What follows belongs to an exercise in optimizing a design on an open flow for small area, a short achievable clock period and few clock cycles; a production flow would make more cautious choices.
Only simulation tests tie the RTL to the original design; equivalence was not proved.
Power is estimated from default activity; no workload was simulated.

==> flow/design.v, too long to show whole: its modules and the start of the top module <==
// module aptb_acf: 1580 lines
module aptb_acf (
    input             clk,
    input             rst,           
    input             cmd_valid,
    output            cmd_ready,
    input      [31:0] cmd_word,      
    input      [31:0] cmd_data,      
    input      [31:0] cfg_fs,        
    input      [31:0] cfg_flo,       
    input      [31:0] cfg_fhi,       
    input      [15:0] cfg_tau,       
    output reg        rsp_valid,
    output reg [31:0] rsp_result,
    output reg [7:0]  rsp_err
);
  // ...
==> flow/flow/run.sh <==
#!/bin/bash
# The standard layout, with the port buffers made from plain buf_4 cells
# instead of the delay buffer the resizer picks by default.
set -euo pipefail
export BUFFER_PORTS_ARGS="-buffer_cell sky130_fd_sc_hd__buf_4"
bash standard.sh finish > standard_flow.log 2>&1
==> flow/standard.sh <==
#!/bin/bash
# synth_recipe.tcl (not shown) runs the flow's synth.tcl, then flattens the netlist and writes it again
# the make line also repeats each setting of config.mk as NAME=value (left out here)
make -C /OpenROAD-flow-scripts/flow DESIGN_CONFIG=/design/flow/config.mk WORK_HOME=/design/flow/orfs CLKGATE_MAP_FILE= SYNTH_SCRIPT=/design/flow/synth_recipe.tcl "${@:-finish}"
==> flow/config.mk <==
export PLATFORM = sky130hd
export DESIGN_NAME = aptb_acf
export DESIGN_NICKNAME = aptb_acf
export VERILOG_FILES = /design/flow/design.v
export SDC_FILE = /design/flow/constraint.sdc
export NUM_CORES = 4
export LEC_CHECK = 0
export CAP_MARGIN = 20
export CORE_MARGIN = 2
export CORE_UTILIZATION = 30
export SLEW_MARGIN = 20
==> flow/constraint.sdc <==
create_clock -name core_clock -period 15.0 [get_ports {clk}]
set_input_delay 3.0000 -clock core_clock [delete_from_list [all_inputs] [get_ports {clk}]]
set_output_delay 3.0000 -clock core_clock [all_outputs]
set_load 0.01 [all_outputs]
==> flow_metrics.tcl, run 1 <==
set metrics [dict create \
    final_cell_mix "edfxtp_1 (790), inv_1 (482), dfxtp_1 (459)" \
    synth_adder_area_share_pct 12.5 \
    yosysSeqAreaShare_pct 50.9 \
    hold_class "flop to flop" \
    num_tap_cells 2838 \
    placed_area_sq_mm 0.0697 \
    internal-power_mw 5.73 \
    p_seq_mw 3.65 \
    synth_area_leaders "edfxtp_1 (37%), dfxtp_1 (14%), mux4_2 (8.3%)" \
    setup_tns_ns 0 \
    rsz0062_at_grt "false" \
    core_area_sq_mm 0.215 \
    crit_end "in_k[2]" \
    yosys_warnings 1 \
    status "timing/DRC/antenna clean" \
    rows 170 \
    synth_compound_area_share_pct 8.53 \
    grtUsageMet3_pct 2.66 \
    finalCritPeriodShare_pct 32.1 \
    avgSynthCellArea_sq_um 12.4 \
    path_depth 5 \
    mostFrequentLayoutCell "edfxtp_1" \
    r2r_cells 11 \
    yosysTopAreaCellShare_pct 36.6 \
    dieWidth_um 469 \
    seq_cells 1254 \
    drive_above_1_share_pct 15.4 \
    grtUsageMet2_pct 28.1 \
    hpwl_um 141000 \
    post_cts_buffers 0 \
    netSwitchingFraction_pct 22.2 \
]
Testbench counts, summed over its fixed seeds: cycles 43,262.
==> run 2, diff against run 1 <==
--- a/flow/design.v
+++ b/flow/design.v
@@ -1388,22 +1388,16 @@
         rsp_result <= r_res;
         rsp_err    <= r_err;
     end
     always @(posedge clk) begin
         if (do_shift) F <= {F[254:0], qb};
         if (s_ld)     S <= F;
     end
     always @(posedge clk) begin
-        if (rst) begin
-            cfgd    <= 1'b0;
-            in_run  <= 1'b0;
-            rd_run  <= 1'b0;
-            sw_busy <= 1'b0;
-        end else begin
             if (do_init_start) begin
                 in_run <= 1'b1;
                 in_cnt <= 4'd0;
                 cfgd   <= 1'b0;
                 fs_s   <= cfg_fs[22:0];
                 fs_big <= |cfg_fs[31:23];
                 tau_s  <= cfg_tau;
                 in_dov <= 1'b0;
@@ -1464,29 +1458,24 @@
                     pe_hc   <= half_cycle;
                     lastlag <= est_lag;
                     llv     <= 1'b1;
                 end else begin
                     pe_v    <= 1'b0;
                     pe_hc   <= 1'b0;
                 end
             end
+        if (rst) begin
+            cfgd    <= 1'b0;
+            in_run  <= 1'b0;
+            rd_run  <= 1'b0;
+            sw_busy <= 1'b0;
         end
     end
     always @(posedge clk) begin
-        if (rst) begin
-            e_st <= E_IDLE;
-            ts   <= 2'd0;
-            s_ld <= 1'b0;
-            pa_v <= 1'b0;
-            pr_v <= 1'b0;
-            pb_v <= 1'b0;
-            dv_busy <= 1'b0;
-            mu_busy <= 1'b0;
-        end else begin
             pa_v <= e_feed;
             ts   <= ts_n;
             s_ld <= do_fill;
             pr_v <= pa_v;
             pb_v <= pr_v;
             e_st <= e_st_n;
             if (e_st == E_IDLE) e_rd <= !do_fill;
             if (do_init_start) begin
@@ -1520,16 +1509,25 @@
                 mu_busy <= 1'b1;
                 mu_cnt  <= 4'd8;
                 mr      <= {est_max, 24'd0};
             end else if (mu_busy) begin
                 mr <= {mu_m[6:0], 1'b0, {mu_acc[22:0], 1'b0} + (mu_m[7] ? {8'd0, tau_s} : 24'd0)};
                 mu_cnt <= mu_cnt - 4'd1;
                 if (mu_cnt == 4'd1) mu_busy <= 1'b0;
             end
+        if (rst) begin
+            e_st <= E_IDLE;
+            ts   <= 2'd0;
+            s_ld <= 1'b0;
+            pa_v <= 1'b0;
+            pr_v <= 1'b0;
+            pb_v <= 1'b0;
+            dv_busy <= 1'b0;
+            mu_busy <= 1'b0;
         end
     end
     always @(*) begin
         case (e_st)
         E_IDLE:  e_st_n = do_fill ? E_SLOAD : do_rd_start ? E_POS : E_IDLE;
         E_SLOAD: e_st_n = E_LOAD;
         E_LOAD:  e_st_n = E_POS;
         E_POS:   e_st_n = (e_feed && e_last) ? (e_rd ? E_IDLE : E_DRAIN) : E_POS;
==> flow_metrics.tcl, run 2 <==
set metrics [dict create \
    wl_met2_um 87000 \
    setup_violations 0 \
    insertion_delay_ns 0.79 \
    portBuffers 216 \
    synth-edff-count 712 \
    fin_crit_ns 4.33 \
    cp.required_ns 15.52 \
    dp_slack_ns 9.95 \
    postCtsHoldBufs 0 \
    finalHoldViolCount 0 \
    antenna_found_initial 13 \
    grt_pass1_vias 42200 \
    cp-end-kind "flop" \
    top_regs "F x256, S x256, T x256" \
    ys_seq_elements 1253 \
    powerDensity_mw_per_mm2 104 \
    netSwitchingFraction_pct 23.0 \
    gp_congestion 0.884 \
    cts_tree "yes" \
    grt_pass1_wl_um 273000 \
    worst_slew_pin_slew_ns 1.23 \
    dieWidth_um 466 \
    met3_length_um 11400 \
    hold_class "flop to flop" \
    r2r_slack_ns 10.67 \
    yosys_warnings 1 \
    vias 42000 \
    mostFrequentLayoutCell "edfxtp_1" \
    htreeDepth 4 \
    syn_area_sq_mm 0.0641 \
    final_net_count 6114 \
    cts_resized 0 \
    pwr-share-clk_pct 46.5 \
    syn_inst 5264 \
    yosysTopAreaCellShare_pct 33.3 \
    pwr-share-seq_pct 47.9 \
    drv_cap 0 \
    leakagePower_nw 27.8 \
    core_area_sq_mm 0.212 \
    wl_per_cell_um 21.9 \
    top_layer_used "met4" \
    synth_common_cells "edfxtp_1 (712), dfxtp_1 (541), inv_1 (463), nor2_1 (435), a21oi_1 (385)" \
    worstSetupPathType "flop to flop" \
    drive_above_1_share_pct 15.4 \
    syn2layout_area_growth_pct 14.8 \
    internal-power_mw 5.88 \
    fin_ws_ns 10.67 \
    synth_ff_type "edfxtp_1" \
    avgSynthCellArea_sq_um 12.2 \
    maxSlewViolCount 0 \
    wirelength_um 184000 \
    yosysSeqAreaShare_pct 50.2 \
    rows 169 \
    cts.sinks 1253 \
    avgViaCountPerCell 5.01 \
    clock_skew_ns 0.0340 \
    dr.pass1.iters 6 \
    drcViolationCount 0 \
    die_area_sq_mm 0.218 \
    hpwl_um 138000 \
    critical_path.startpoint_type "flop" \
    max_freq_mhz 231 \
    grt_overflow 0 \
    max_slew_margin_pct 17.6 \
    cts_buffers 139 \
    cp.arrival_ns 4.85 \
    final_cell_mix "edfxtp_1 (712), dfxtp_1 (532), inv_1 (462)" \
    post_cts_buffers 0 \
    antenna_left 0 \
    grt_max_degree 157 \
    peakVddDrop_mv 0.119 \
    die_y_um 466 \
    track_usage_pct 16.7 \
    clockBufferDepth 3 \
    synth_most_common_cell "edfxtp_1" \
    combPwrFrac_pct 5.6 \
    clk_root_buffer_cell "clkbuf_16" \
    rsz0062_at_grt "false" \
    synth_top_cell_by_area "edfxtp_1" \
    status "timing/DRC/antenna clean" \
    ios 221 \
    worst-path-max-fanout 20 \
    start_util_pct 30.2 \
    power.net_switching_mw 1.76 \
    synth_area_leaders "edfxtp_1 (33%), dfxtp_1 (17%), mux4_2 (8.4%)" \
    setup_tns_ns 0 \
    finalCritPeriodShare_pct 28.9 \
    drt_iter0_drc 3811 \
    ys_types 82 \
    wirelength_met1_um 77300 \
    ys_async_sr_fraction_pct 0 \
    cts.clk_slew.worst_paths_ns 0.06 \
]
[run 2: cells by family after synthesis]
logic type      synth area share, %
flops                          50.2
mux                            11.0
other cells                 0.00585
buf+inv                        4.18
simple gates                   8.21
compound gates                 8.18
fa+ha+maj                      12.6
xor+xnor                       5.53
[run 2: through the flow]
step	hold slack, ns	total power [mW]	instance area (sq um)	util [%]	std cells
finish	0.314	7.63	73600	34.7	8390
global route	0.330	7.89	73600	34.7	8387
CTS	0.323	7.70	73600	34.7	8375
detailed placement	0.312	4.15	68800	32.4	8120
global placement	0.312	4.15	68800	32.4	8119
floorplan	0.310	3.99	64200	-	5267
[run 2: power by group through the flow]
stage | clock network [mW] | logic (mW) | registers [mW]
2_1_floorplan | 0 | 0.286 | 3.71
3_3_place_gp | 0 | 0.415 | 3.73
3_5_place_dp | 0 | 0.421 | 3.73
4_1_cts | 3.62 | 0.425 | 3.66
5_1_grt | 3.76 | 0.474 | 3.66
6_report | 3.55 | 0.428 | 3.66
[run 2: cell type report]
type,count,area [sq um]
Antenna cell,14,35.0
Clock buffer,185,3890
Clock inverter,70,847
Fill cell,20700,139000
Inverter,465,1760
Multi-Input combinational cell,3315,29300
Sequential cell,1253,32200
Tap cell,2821,3530
Timing Repair Buffer,267,2030
[run 2: per-layer routing]
metal	GRT usage, %	vias up
li1	-	19000
met1	22.2	21100
met2	26.9	1530
met3	2.30	314
met4	7.75	0
met5	0	-
[run 2: critical path, stage by stage, from the launching register on]
cell,delay [ns]
dfxtp_1,0.81
and2_1,0.28
ha_1,0.25
a21o_1,0.18
a21o_1,0.20
a21oi_1,0.47
o21ai_0,0.23
a211oi_1,0.29
nor3b_1,0.13
o41ai_2,0.76
nor4b_1,0.12
or3_1,0.38
[run 2: worst paths after layout]
check	from	end	depth (start not counted)
setup / recovery	mr[31]	mr[16]	11
hold / removal	pr_lag[0]	pb_lag[0]	0
setup reg to reg	mr[31]	mr[16]	11
hold reg to reg	pr_lag[0]	pb_lag[0]	0
Testbench counts of run 2, summed over its fixed seeds: cycles 43,262.
==> run 3, diff against run 2 <==
--- a/flow/config.mk
+++ b/flow/config.mk
@@ -8,4 +8,5 @@
 export CAP_MARGIN = 20
 export CORE_MARGIN = 2
 export CORE_UTILIZATION = 30
+export CTS_BUF_LIST = sky130_fd_sc_hd__clkbuf_8
 export SLEW_MARGIN = 20
==> flow_metrics.tcl, run 3 <==
set metrics [dict create \
    hp-start "pa_lag[6]" \
    final_cells 8526 \
    max_stage_delay_ns 0.40 \
    cts_resized 0 \
    die_area_sq_mm 0.218 \
    multiInputGateArea_sq_mm 0.0293 \
    final_cell_mix "edfxtp_1 (712), dfxtp_1 (532), inv_1 (518)" \
    ios 221 \
    hold_depth 0 \
    pwr-share-seq_pct 49.8 \
    synth_top_cell_by_area "edfxtp_1" \
    path_depth 1 \
    finalCritPeriodShare_pct 30.0 \
    insertion_delay_ns 0.99 \
    start_util_pct 30.2 \
    rsz0062_at_grt "false" \
    ff_latch_area_sq_mm 0.0322 \
    fin_crit_ns 4.49 \
    combPwrFrac_pct 5.8 \
    yosysTopAreaCellShare_pct 33.3 \
    synth_ff_type "edfxtp_1" \
    synth_area_leaders "edfxtp_1 (33%), dfxtp_1 (17%), mux4_2 (8.4%)" \
    maxSlewViolCount 0 \
    drive_above_1_share_pct 16.5 \
    grt_pass1_vias 42800 \
    top_regs "F x256, S x256, T x256" \
    path_cells "buf_4" \
    rows 169 \
    worst_slew_pin_slew_ns 1.23 \
    clock_skew_ns 0.0598 \
    hpwl_um 138000 \
    syn2layout_area_growth_pct 14.4 \
    ys_seq_elements 1253 \
    vias 42600 \
    netSwitchingFraction_pct 24.5 \
    mostFrequentLayoutCell "edfxtp_1" \
    reg2reg_from "mr[31]" \
    antenna_found_initial 18 \
    syn_inst 5264 \
    drcViolationCount 0 \
    cts_tree "yes" \
    cp-end-kind "primary output" \
    setup_violations 0 \
    clk_root_buffer_cell "clkbuf_8" \
    setup_tns_ns 0 \
    final_util_pct 34.6 \
    hold_class "flop to flop" \
    cp.required_ns 12.00 \
    dieWidth_um 466 \
    wirelength_um 185000 \
    pwr-share-clk_pct 44.4 \
    wl_per_cell_um 21.7 \
    fillers 20800 \
    r2r_cells 11 \
    postCtsHoldBufs 0 \
    grt_pass1_wl_um 275000 \
    leakagePower_nw 28.0 \
    ys_types 82 \
    ys_async_sr_fraction_pct 0 \
    dp.cells 8120 \
    internal-power_mw 5.54 \
    portBuffers 216 \
    antenna_left 0 \
    clockBufferDepth 3 \
    htreeDepth 4 \
    critical_path.startpoint_type "flop" \
    worstSetupPathType "flop to primary output" \
    cts.clk_slew.worst_paths_ns 0.06 \
    yosysSeqAreaShare_pct 50.2 \
    core_area_sq_mm 0.212 \
    syn_area_sq_mm 0.0641 \
    path_buf_inv 1 \
    max_freq_mhz 223 \
    drv_cap 0 \
    cp.arrival_ns 1.49 \
    cts.sinks 1253 \
    grt_overflow 0 \
    avgSynthCellArea_sq_um 12.2 \
    power.net_switching_mw 1.80 \
    grt_max_degree 157 \
    gp_congestion 0.884 \
    finalHoldViolCount 0 \
    synth-edff-count 712 \
    synth_common_cells "edfxtp_1 (712), dfxtp_1 (541), inv_1 (463), nor2_1 (435), a21oi_1 (385)" \
    dr.pass1.iters 6 \
    critical-path-slowest-cell "dfxtp_1" \
    crit_family "flip-flops" \
    cts_buffers 205 \
    track_usage_pct 16.8 \
    crit_start "rsp_result[0]" \
    yosys_warnings 1 \
    post_cts_buffers 0 \
    powerDensity_mw_per_mm2 100 \
    status "timing/DRC/antenna clean" \
    peakVddDrop_mv 0.104 \
    synth_most_common_cell "edfxtp_1" \
    avgViaCountPerCell 4.99 \
    max_slew_margin_pct 17.9 \
    drt_iter0_drc 3968 \
    die_y_um 466 \
    worst-path-max-fanout 1 \
    final_net_count 6180 \
]
## run 3: cell count changes in the layout (fill, tap and decap cells not counted), moves of 9 or more
| cell | previous run | this run |
|---|---|---|
| inv_1 | 462 | 518 |
| clkinv_2 | 16 | 36 |
| inv_6 | 10 | 1 |
| clkinv_1 | 10 | 31 |
| clkbuf_1 | 25 | 0 |
| clkbuf_16 | 142 | 0 |
| clkbuf_8 | 18 | 227 |
## run 3: per-stage QoR
| step | total power, mW | area [sq um] | worst slack [ns] | hold WS [ns] |
|---|---|---|---|---|
| 5_1_grt | 7.62 | 73400 | 10.40 | 0.303 |
| 2_1_floorplan | 3.99 | 64200 | 7.66 | 0.310 |
| 3_5_place_dp | 4.15 | 68800 | 9.95 | 0.312 |
| 4_1_cts | 7.41 | 73300 | 10.43 | 0.294 |
| 3_3_place_gp | 4.15 | 68800 | 9.97 | 0.312 |
| 6_report | 7.34 | 73400 | 10.51 | 0.296 |
## run 3: power by group through the flow
| stage | Sequential [mW] | Clock, mW | Combinational, mW |
|---|---|---|---|
| after floorplan | 3.71 | 0 | 0.286 |
| after global placement | 3.73 | 0 | 0.415 |
| after detailed placement | 3.73 | 0 | 0.421 |
| after CTS | 3.66 | 3.33 | 0.425 |
| after global routing | 3.66 | 3.49 | 0.474 |
| final | 3.66 | 3.26 | 0.428 |
## run 3: logic make-up (layout without fill, tap and decap cells)
logic type               count (synthesis)  in the layout  share of synthesized area (%)
flip-flops                            1253           1253                           50.2
AND/OR/NAND/NOR                       1146           1146                           8.21
AO/OA/AOI/OAI                          870            870                           8.18
buffers and inverters                  699           1118                           4.18
adder cells (fa/ha/maj)                494            494                           12.6
XOR/XNOR                               405            405                           5.53
multiplexers                           396            396                           11.0
other                                    1             23                        0.00585
## run 3: routing by layer
metal  GRT usage [%]  routed length, um  vias to the layer above
met2            27.2              88400                     1715
met5               0                  8                        -
met1            22.1              76900                    21300
met3            2.70              12500                      333
met4            7.17               7450                        2
li1                -                  -                    19200
## run 3: final timing paths
check	endpoint	slack, ns
max	rsp_result[0]	10.51
min reg2reg	pr_lag[6]	0.30
max reg2reg	mr[16]	10.65
min	pr_lag[6]	0.30
## run 3: area by class of cell
| type | instances | area share, % |
|---|---|---|
| Sequential cell | 1253 | 43.9 |
| Multi-Input combinational cell | 3315 | 39.9 |
| Tap cell | 2821 | 4.81 |
| Clock buffer | 227 | 4.26 |
| Timing Repair Buffer | 267 | 2.77 |
| Inverter | 465 | 2.39 |
| Clock inverter | 159 | 1.86 |
| Antenna cell | 19 | 0.0648 |
==> run 4, diff against run 3 <==
--- a/flow/config.mk
+++ b/flow/config.mk
@@ -7,6 +7,5 @@
 export LEC_CHECK = 0
 export CAP_MARGIN = 20
 export CORE_MARGIN = 2
-export CORE_UTILIZATION = 30
-export CTS_BUF_LIST = sky130_fd_sc_hd__clkbuf_8
+export CORE_UTILIZATION = 50
 export SLEW_MARGIN = 20
==> flow_metrics.tcl, run 4 <==
set metrics [dict create \
    status "timing/DRC/antenna clean" \
    synth-edff-count 712 \
    r2r_cells 9 \
    rsz0062_at_grt "false" \
    yosysTopAreaCellShare_pct 33.3 \
    ys_types 82 \
    drcViolationCount 0 \
    final_cells 7220 \
    vias 41500 \
    synth_common_cells "edfxtp_1 (712), dfxtp_1 (541), inv_1 (463), nor2_1 (435), a21oi_1 (385)" \
    drv_cap 0 \
    leakagePower_nw 27.8 \
    cts.clk_slew.worst_paths_ns 0.06 \
    reg2reg_from "m_lgt[4]" \
    syn_area_sq_mm 0.0641 \
    critical-path-slowest-cell "dfxtp_1" \
    portBuffers 216 \
    worst_hold_slack_ns 0.305 \
    design_area_sq_mm 0.0720 \
    worst-path-max-fanout 1 \
    yosys_warnings 1 \
    r2r_slack_ns 10.78 \
    path_cells "buf_4" \
    ys_seq_elements 1253 \
    finalCritPeriodShare_pct 29.3 \
    post_cts_buffers 0 \
    cts.sinks 1253 \
    hpwl_um 130000 \
    synth_most_common_cell "edfxtp_1" \
    core_area_sq_mm 0.128 \
    drive_above_1_share_pct 15.1 \
    r2r-end "pq[0]" \
    worst_slew_pin_slew_ns 1.17 \
    syn_inst 5264 \
    worstSetupPathType "flop to primary output" \
    maxSlewViolCount 0 \
    cp-end-kind "primary output" \
    die_area_sq_mm 0.131 \
    track_usage_pct 26.6 \
    rows 131 \
    avgSynthCellArea_sq_um 12.2 \
    final_net_count 6115 \
    ios 221 \
    cp.required_ns 12.00 \
    drt_iter0_drc 3585 \
    postCtsHoldBufs 0 \
    powerDensity_mw_per_mm2 104 \
    top_regs "F x256, S x256, T x256" \
    avgViaCountPerCell 5.75 \
    placed_area_sq_mm 0.0674 \
    critical_path.startpoint_type "flop" \
    path_depth 1 \
    antenna_left 0 \
    cts_buffers 138 \
    synth_top_cell_by_area "edfxtp_1" \
    max_stage_delay_ns 0.44 \
    path_buf_inv 1 \
    start_util_pct 50.3 \
    hold_depth 0 \
    crit_family "flip-flops" \
    grt_pass1_vias 41700 \
    cp.arrival_ns 1.40 \
    dr.pass1.iters 6 \
    cts_tree "yes" \
    grt_max_degree 74 \
    ys_async_sr_fraction_pct 0 \
    dp_slack_ns 10.25 \
    setup_tns_ns 0 \
    clockBufferDepth 3 \
    p_total_mw 7.50 \
    peakVddDrop_mv 0.118 \
    finalHoldViolCount 0 \
    syn2layout_area_growth_pct 12.2 \
    antenna_found_initial 4 \
    synth_ff_type "edfxtp_1" \
    setup_violations 0 \
    cts_resized 0 \
    final_util_pct 56.5 \
    fin_ws_ns 10.60 \
    dieWidth_um 362 \
    final_cell_mix "edfxtp_1 (712), dfxtp_1 (535), inv_1 (462)" \
    synth_area_leaders "edfxtp_1 (33%), dfxtp_1 (17%), mux4_2 (8.4%)" \
    mostFrequentLayoutCell "edfxtp_1" \
    clock_skew_ns 0.0326 \
    fin_crit_ns 4.40 \
    insertion_delay_ns 0.78 \
    crit_end "rsp_result[2]" \
    htreeDepth 4 \
    crit_start "rsp_result[2]" \
    clk_root_buffer_cell "clkbuf_16" \
    grt_pass1_wl_um 262000 \
    max_freq_mhz 227 \
    gp_congestion 0.915 \
    diodes 0 \
    wirelength_um 174000 \
    max_slew_margin_pct 21.8 \
    dp.cells 6964 \
    yosysSeqAreaShare_pct 50.2 \
    wl_per_cell_um 24.1 \
    hold_class "flop to flop" \
    die_y_um 362 \
    grt_overflow 0 \
]
[run 4: cell count changes in the layout (fill, tap and decap cells not counted), moves of 5 or more]
cell / change
clkbuf_8: -217
clkbuf_16: +143
inv_1: -56
clkbuf_1: +31
clkinv_2: -21
diode_2: -19
clkinv_1: -10
bufinv_16: -7
inv_16: -5
[run 4: cell families after synthesis]
group / count (synthesis) / share of synthesized area [%]
buf+inv: 699 / 4.18
other cells: 1 / 0.00585
compound gates: 870 / 8.18
fa+ha+maj: 494 / 12.6
mux: 396 / 11.0
xor+xnor: 405 / 5.53
flops: 1253 / 50.2
simple gates: 1146 / 8.21
[run 4: how the worst min path moves through the flow]
stage	from	to	slack, ns
5_1_grt	pa_lag[0]	pr_lag[0]	0.32
6_report	pr_lag[6]	pb_lag[6]	0.31
3_5_place_dp	pr_lag[0]	pb_lag[0]	0.31
3_3_place_gp	pa_lag[6]	pr_lag[6]	0.31
4_1_cts	pr_lag[6]	pb_lag[6]	0.31
2_1_floorplan	pr_first	pb_first	0.31
[run 4: cell type report]
class	count	area (sq um)
inverters	465	1760
multi-input cells	3315	29300
flip-flops and latches	1253	32200
fillers	10500	55500
clock inverters	70	754
well taps	1662	2080
clock buffers	186	3840
repair buffers	269	2020
[run 4: report_power, final]
part / switching [mW] / internal [mW]
clock: 1.44 / 2.00
sequential: 0.0390 / 3.62
combinational: 0.218 / 0.186
[run 4: metal layers]
layer | track usage [%] | part of all wire [%] | wire [um]
met1 | 36.6 | 43 | 75300
met2 | 43.0 | 47 | 82000
met3 | 4.34 | 6.2 | 10800
met4 | 9.08 | 3.4 | 5920
met5 | 0 | 0 | 0
==> run 5, diff against run 4 <==
--- a/flow/config.mk
+++ b/flow/config.mk
@@ -7,5 +7,5 @@
 export LEC_CHECK = 0
 export CAP_MARGIN = 20
 export CORE_MARGIN = 2
-export CORE_UTILIZATION = 50
+export CORE_UTILIZATION = 65
 export SLEW_MARGIN = 20
==> flow_metrics.tcl, run 5 <==
set metrics [dict create \
    grt_pass1_vias 41800 \
    htreeDepth 4 \
    r2r_cells 9 \
    critical-path-slowest-cell "dfxtp_1" \
    synth_top_cell_by_area "edfxtp_1" \
    gp_congestion 0.955 \
    avgViaCountPerCell 6.18 \
    path_cells "buf_4" \
    grt_overflow 0 \
    synth-edff-count 712 \
    worst_slew_pin_slew_ns 1.23 \
    vias 42200 \
    worstSetupPathType "flop to primary output" \
    fin_crit_ns 4.33 \
    crit_family "flip-flops" \
    finalCritPeriodShare_pct 28.9 \
    final_net_count 6109 \
    clock_skew_ns 0.0396 \
    critical_path.startpoint_type "flop" \
    synth_common_cells "edfxtp_1 (712), dfxtp_1 (541), inv_1 (463), nor2_1 (435), a21oi_1 (385)" \
    drive_above_1_share_pct 15.1 \
    clockBufferDepth 3 \
    reg2reg_from "m_lgt[6]" \
    clk_root_buffer_cell "clkbuf_16" \
    wl_per_cell_um 24.7 \
    rsz0062_at_grt "false" \
    met3_length_um 12400 \
    finalHoldViolCount 0 \
    postCtsHoldBufs 0 \
    maxSlewViolCount 0 \
    yosysTopAreaCellShare_pct 33.3 \
    avgSynthCellArea_sq_um 12.2 \
    ios 221 \
    drv_cap 0 \
    ys_types 82 \
    peakVddDrop_mv 0.112 \
    setup_violations 0 \
    drcViolationCount 0 \
    portBuffers 216 \
    die_y_um 318 \
    drt_iter0_drc 4748 \
    antenna_found_initial 2 \
    design_area_sq_mm 0.0714 \
    max_freq_mhz 231 \
    post_cts_buffers 0 \
    r2r-end "pq[0]" \
    cts_buffers 134 \
    syn2layout_area_growth_pct 11.2 \
    max_slew_margin_pct 18.2 \
    path_depth 1 \
    cp.required_ns 12.00 \
    yosys_warnings 1 \
    fin_ws_ns 10.67 \
    cts.sinks 1253 \
    synth_most_common_cell "edfxtp_1" \
    grt_pass1_wl_um 257000 \
    yosysSeqAreaShare_pct 50.2 \
    syn_inst 5264 \
    wirelength_um 169000 \
    cts_tree "yes" \
    max_stage_delay_ns 0.42 \
    leakagePower_nw 27.7 \
    diodes 0 \
    grt_max_degree 138 \
    mostFrequentLayoutCell "edfxtp_1" \
    worst-path-max-fanout 1 \
    top_layer_used "met4" \
    rows 115 \
    synth_ff_type "edfxtp_1" \
    ys_async_sr_fraction_pct 0 \
    start_util_pct 65.4 \
    cp.arrival_ns 1.33 \
    final_cell_mix "edfxtp_1 (712), dfxtp_1 (536), inv_1 (462)" \
    wirelength_met1_um 67700 \
    hold_class "flop to flop" \
    cts.clk_slew.worst_paths_ns 0.06 \
    antenna_left 0 \
    setup_tns_ns 0 \
    cts_resized 0 \
    dieWidth_um 318 \
    holdPathEnd "pr_lag[3]" \
    hpwl_um 125000 \
    ys_seq_elements 1253 \
    status "timing/DRC/antenna clean" \
    synth_area_leaders "edfxtp_1 (33%), dfxtp_1 (17%), mux4_2 (8.4%)" \
    insertion_delay_ns 0.77 \
    r2r_slack_ns 10.76 \
    placed_area_sq_mm 0.0669 \
    hp-start "pa_lag[3]" \
    cp-end-kind "primary output" \
    wl_met2_um 81100 \
    syn_area_sq_mm 0.0641 \
    die_area_sq_mm 0.101 \
    core_area_sq_mm 0.0981 \
    powerDensity_mw_per_mm2 103 \
    path_buf_inv 1 \
    hold_depth 0 \
    track_usage_pct 33.7 \
    top_regs "F x256, S x256, T x256" \
    dr.pass1.iters 6 \
    dp_slack_ns 10.28 \
]
## run 5: cell counts after synthesis
Identical to the previous run, type by type.
## run 5: worst max path at each step
stage,to,startpoint
3_3_place_gp,q_d[11],cmd_word[2]
3_5_place_dp,q_d[11],cmd_word[2]
6_report,rsp_result[4],rsp_result[4]
5_1_grt,mp[1],fs_s[16]
2_1_floorplan,cnt[3],q_d[11]
4_1_cts,cmd_ready,rdy
## run 5: routing by layer
layer / global-route usage (%) / up-vias
li1: - / 19000
met1: 45.7 / 20900
met2: 54.9 / 1887
met3: 4.96 / 396
met4: 14.4 / 0
met5: 0 / -
## run 5: power breakdown
group / internal, mW / switching, mW
registers: 3.62 / 0.0367
clock network: 1.91 / 1.42
logic: 0.187 / 0.213
total: 5.71 / 1.67
## run 5: final cells by class
type	count	area [sq um]
multi-input combinational	3315	29300
fill	6697	26800
sequential	1253	32200
clock inverter	79	800
tap	1287	1610
clock buffer	170	3620
timing repair buffer	267	2030
inverter	465	1760
## run 5: per-stage QoR
stage	power [mW]	hold WS, ns	instances	utilization (%)
finish	7.38	0.324	6836	72.7
global route	7.59	0.331	6836	72.7
CTS	7.41	0.322	6836	72.7
detailed placement	4.12	0.312	6587	68.2
global placement	4.11	0.310	6587	68.2
floorplan	3.99	0.310	5267	-
## run 5: logic make-up (layout without fill, tap and decap cells)
group	after synthesis	after routing	synth area share (%)
DFF	1253	1253	50.2
and+or+nand+nor	1146	1146	8.21
AOI/OAI and AO/OA	870	870	8.18
buffers and inverters	699	981	4.18
adders and majority gates	494	494	12.6
xor gates and xnor gates	405	405	5.53
muxes	396	396	11.0
other	1	4	0.00585
==> run 6, diff against run 5 <==
--- a/flow/config.mk
+++ b/flow/config.mk
@@ -7,5 +7,5 @@
 export LEC_CHECK = 0
 export CAP_MARGIN = 20
 export CORE_MARGIN = 2
-export CORE_UTILIZATION = 65
+export CORE_UTILIZATION = 75
 export SLEW_MARGIN = 20
==> flow_metrics.tcl, run 6 <==
set metrics [dict create \
    critical-path-slowest-cell "dfxtp_1" \
    clk_root_buffer_cell "clkbuf_16" \
    cts_resized 0 \
    post_cts_buffers 0 \
    ys_seq_elements 1253 \
    postCtsHoldBufs 0 \
    syn2layout_area_growth_pct 10.6 \
    leakagePower_nw 27.6 \
    cts.clk_slew.worst_paths_ns 0.06 \
    start_util_pct 75.5 \
    top_regs "F x256, S x256, T x256" \
    peakVddDrop_mv 0.121 \
    max_slew_margin_pct 11.5 \
    avgSynthCellArea_sq_um 12.2 \
    syn_area_sq_mm 0.0641 \
    grt_overflow 0 \
    cp-end-kind "flop" \
    synth_top_cell_by_area "edfxtp_1" \
    wirelength_um 184000 \
    yosysTopAreaCellShare_pct 33.3 \
    antenna_found_initial 7 \
    core_area_sq_mm 0.0850 \
    crit_family "adder cells" \
    dieWidth_um 296 \
    setup_violations 0 \
    grt_pass1_wl_um 276000 \
    path_buf_inv 2 \
    grt_max_degree 118 \
    vias 45100 \
    grt_pass1_vias 45300 \
    hold_class "flop to flop" \
    drive_above_1_share_pct 15.0 \
    drt_iter0_drc 6149 \
    synth_ff_type "edfxtp_1" \
    cp.required_ns 15.60 \
    dp_slack_ns 10.29 \
    final_cell_mix "edfxtp_1 (712), dfxtp_1 (535), inv_1 (462)" \
    p_total_mw 7.36 \
    synth_most_common_cell "edfxtp_1" \
    synth_area_leaders "edfxtp_1 (33%), dfxtp_1 (17%), mux4_2 (8.4%)" \
    max_stage_delay_ns 1.21 \
    status "timing/DRC/antenna clean" \
    fin_ws_ns 10.32 \
    dp.cells 6444 \
    synth_common_cells "edfxtp_1 (712), dfxtp_1 (541), inv_1 (463), nor2_1 (435), a21oi_1 (385)" \
    finalHoldViolCount 0 \
    avgViaCountPerCell 6.76 \
    clockBufferDepth 3 \
    portBuffers 216 \
    r2r_slack_ns 10.32 \
    worst_hold_slack_ns 0.317 \
    crit_top_cell "fa_1" \
    drv_cap 0 \
    max_freq_mhz 213 \
    cts_tree "yes" \
    die_y_um 296 \
    cts.sinks 1253 \
    synth-edff-count 712 \
    final_cells 6672 \
    powerDensity_mw_per_mm2 104 \
    die_area_sq_mm 0.0879 \
    drcViolationCount 0 \
    worstSetupPathType "flop to flop" \
    yosys_warnings 1 \
    ys_types 82 \
    hpwl_um 124000 \
    cp.arrival_ns 5.28 \
    syn_inst 5264 \
    critical_path.startpoint_type "flop" \
    antenna_left 0 \
    final_net_count 6094 \
    track_usage_pct 42.4 \
    dr.pass1.iters 10 \
    ios 221 \
    rows 107 \
    gp_congestion 0.993 \
    worst-path-max-fanout 16 \
    path_cells "a21oi_1 > nor2_1 > fa_1 > fa_1 > inv_1 > fa_1 > fa_1 > inv_1 > fa_1" \
    finalCritPeriodShare_pct 31.2 \
    wl_per_cell_um 27.6 \
    cts_buffers 119 \
    clock_skew_ns 0.0610 \
    setup_tns_ns 0 \
    fin_crit_ns 4.68 \
    htreeDepth 3 \
    insertion_delay_ns 0.77 \
    worst_slew_pin_slew_ns 1.33 \
    ys_async_sr_fraction_pct 0 \
    maxSlewViolCount 0 \
    mostFrequentLayoutCell "edfxtp_1" \
    yosysSeqAreaShare_pct 50.2 \
    rsz0062_at_grt "false" \
]
## run 6: per-layer routing
metal / GRT usage [%] / vias up / part of all wire [%]
li1: - / 19000 / -
met1: 53.5 / 21700 / 34
met2: 66.9 / 3457 / 46
met3: 9.64 / 937 / 11
met4: 27.5 / 6 / 7.8
met5: 0 / - / 0.025
## run 6: kinds of logic after synthesis
group,after synthesis,synth area share (%)
xor gates and xnor gates,405,5.53
DFF,1253,50.2
adders and majority gates,494,12.6
AOI/OAI and AO/OA,870,8.18
and+or+nand+nor,1146,8.21
other,1,0.00585
buffers and inverters,699,4.18
muxes,396,11.0
## run 6: final cells by class
class                   count  area, sq um
diodes                      1         2.50
clock inverters            76          946
multi-input cells        3315        29300
clock buffers             151         3280
flip-flops and latches   1253        32200
inverters                 465         1760
repair buffers            267         2010
fillers                  4355        14000
well taps                1144         1430
## run 6: metrics by stage
step / util, % / cell area [sq um]
floorplan: - / 64200
global placement: 78.5 / 66700
detailed placement: 78.5 / 66700
CTS: 83.4 / 70900
global route: 83.5 / 71000
finish: 83.5 / 71000
## run 6: report_power, final
group / switching [mW] / internal [mW] / total, mW
sequential: 0.0371 / 3.61 / 3.65
clock: 1.44 / 1.87 / 3.31
combinational: 0.216 / 0.187 / 0.403
## run 6: path summary, 6_finish.rpt
check                           startpoint   endpoint  depth (start not counted)
worst min register to register   pr_lag[3]  pb_lag[3]                          0
worst max register to register    m_lgt[9]      pq[0]                          9
worst min-delay path             pr_lag[3]  pb_lag[3]                          0
worst max-delay path              m_lgt[9]      pq[0]                          9

-- afterwards: timing with drivers on the ports --
The flow's constraints put no driver on any port. The routed layouts listed below were extracted and timed again, unchanged, in two steps.
Step 1 sets driving cells, clkbuf_16 on the clock port and buf_2 on the other inputs (assumed; they add their load-dependent delay and slew).
Step 2 moves the port delays by t, midway between the first and last clock arrival at a register: inputs arrive t later, outputs are due t later. That takes back most of the time a late clock gives input paths.
Three values: ideal, step 1, step 2; two values: the first two.
run | t, ns | setup slack, ns | slew at the worst register clock pin (ns) | cell pins on the clock port's net
run 1 | 0.877 | 10.189 / 10.220 / 9.343 | 0.07 / 0.07 | 1
run 2 | 0.855 | 10.670 / 10.590 / 9.963 | 0.07 / 0.07 | 1
run 3 | 1.034 | 10.507 / 10.434 / 9.962 | 0.07 / 0.07 | 1
run 4 | 0.839 | 10.603 / 10.531 / 10.241 | 0.07 / 0.07 | 1
run 5 | 0.825 | 10.670 / 10.594 / 10.270 | 0.07 / 0.07 | 1
run 6 | 0.816 | 10.316 / 10.316 / 10.184 | 0.10 / 0.10 | 1
After both steps every run listed still meets setup and hold. The setup slack of run 1, which loses most, moves by +0.031 ns with the drivers and by -0.846 ns with both steps.
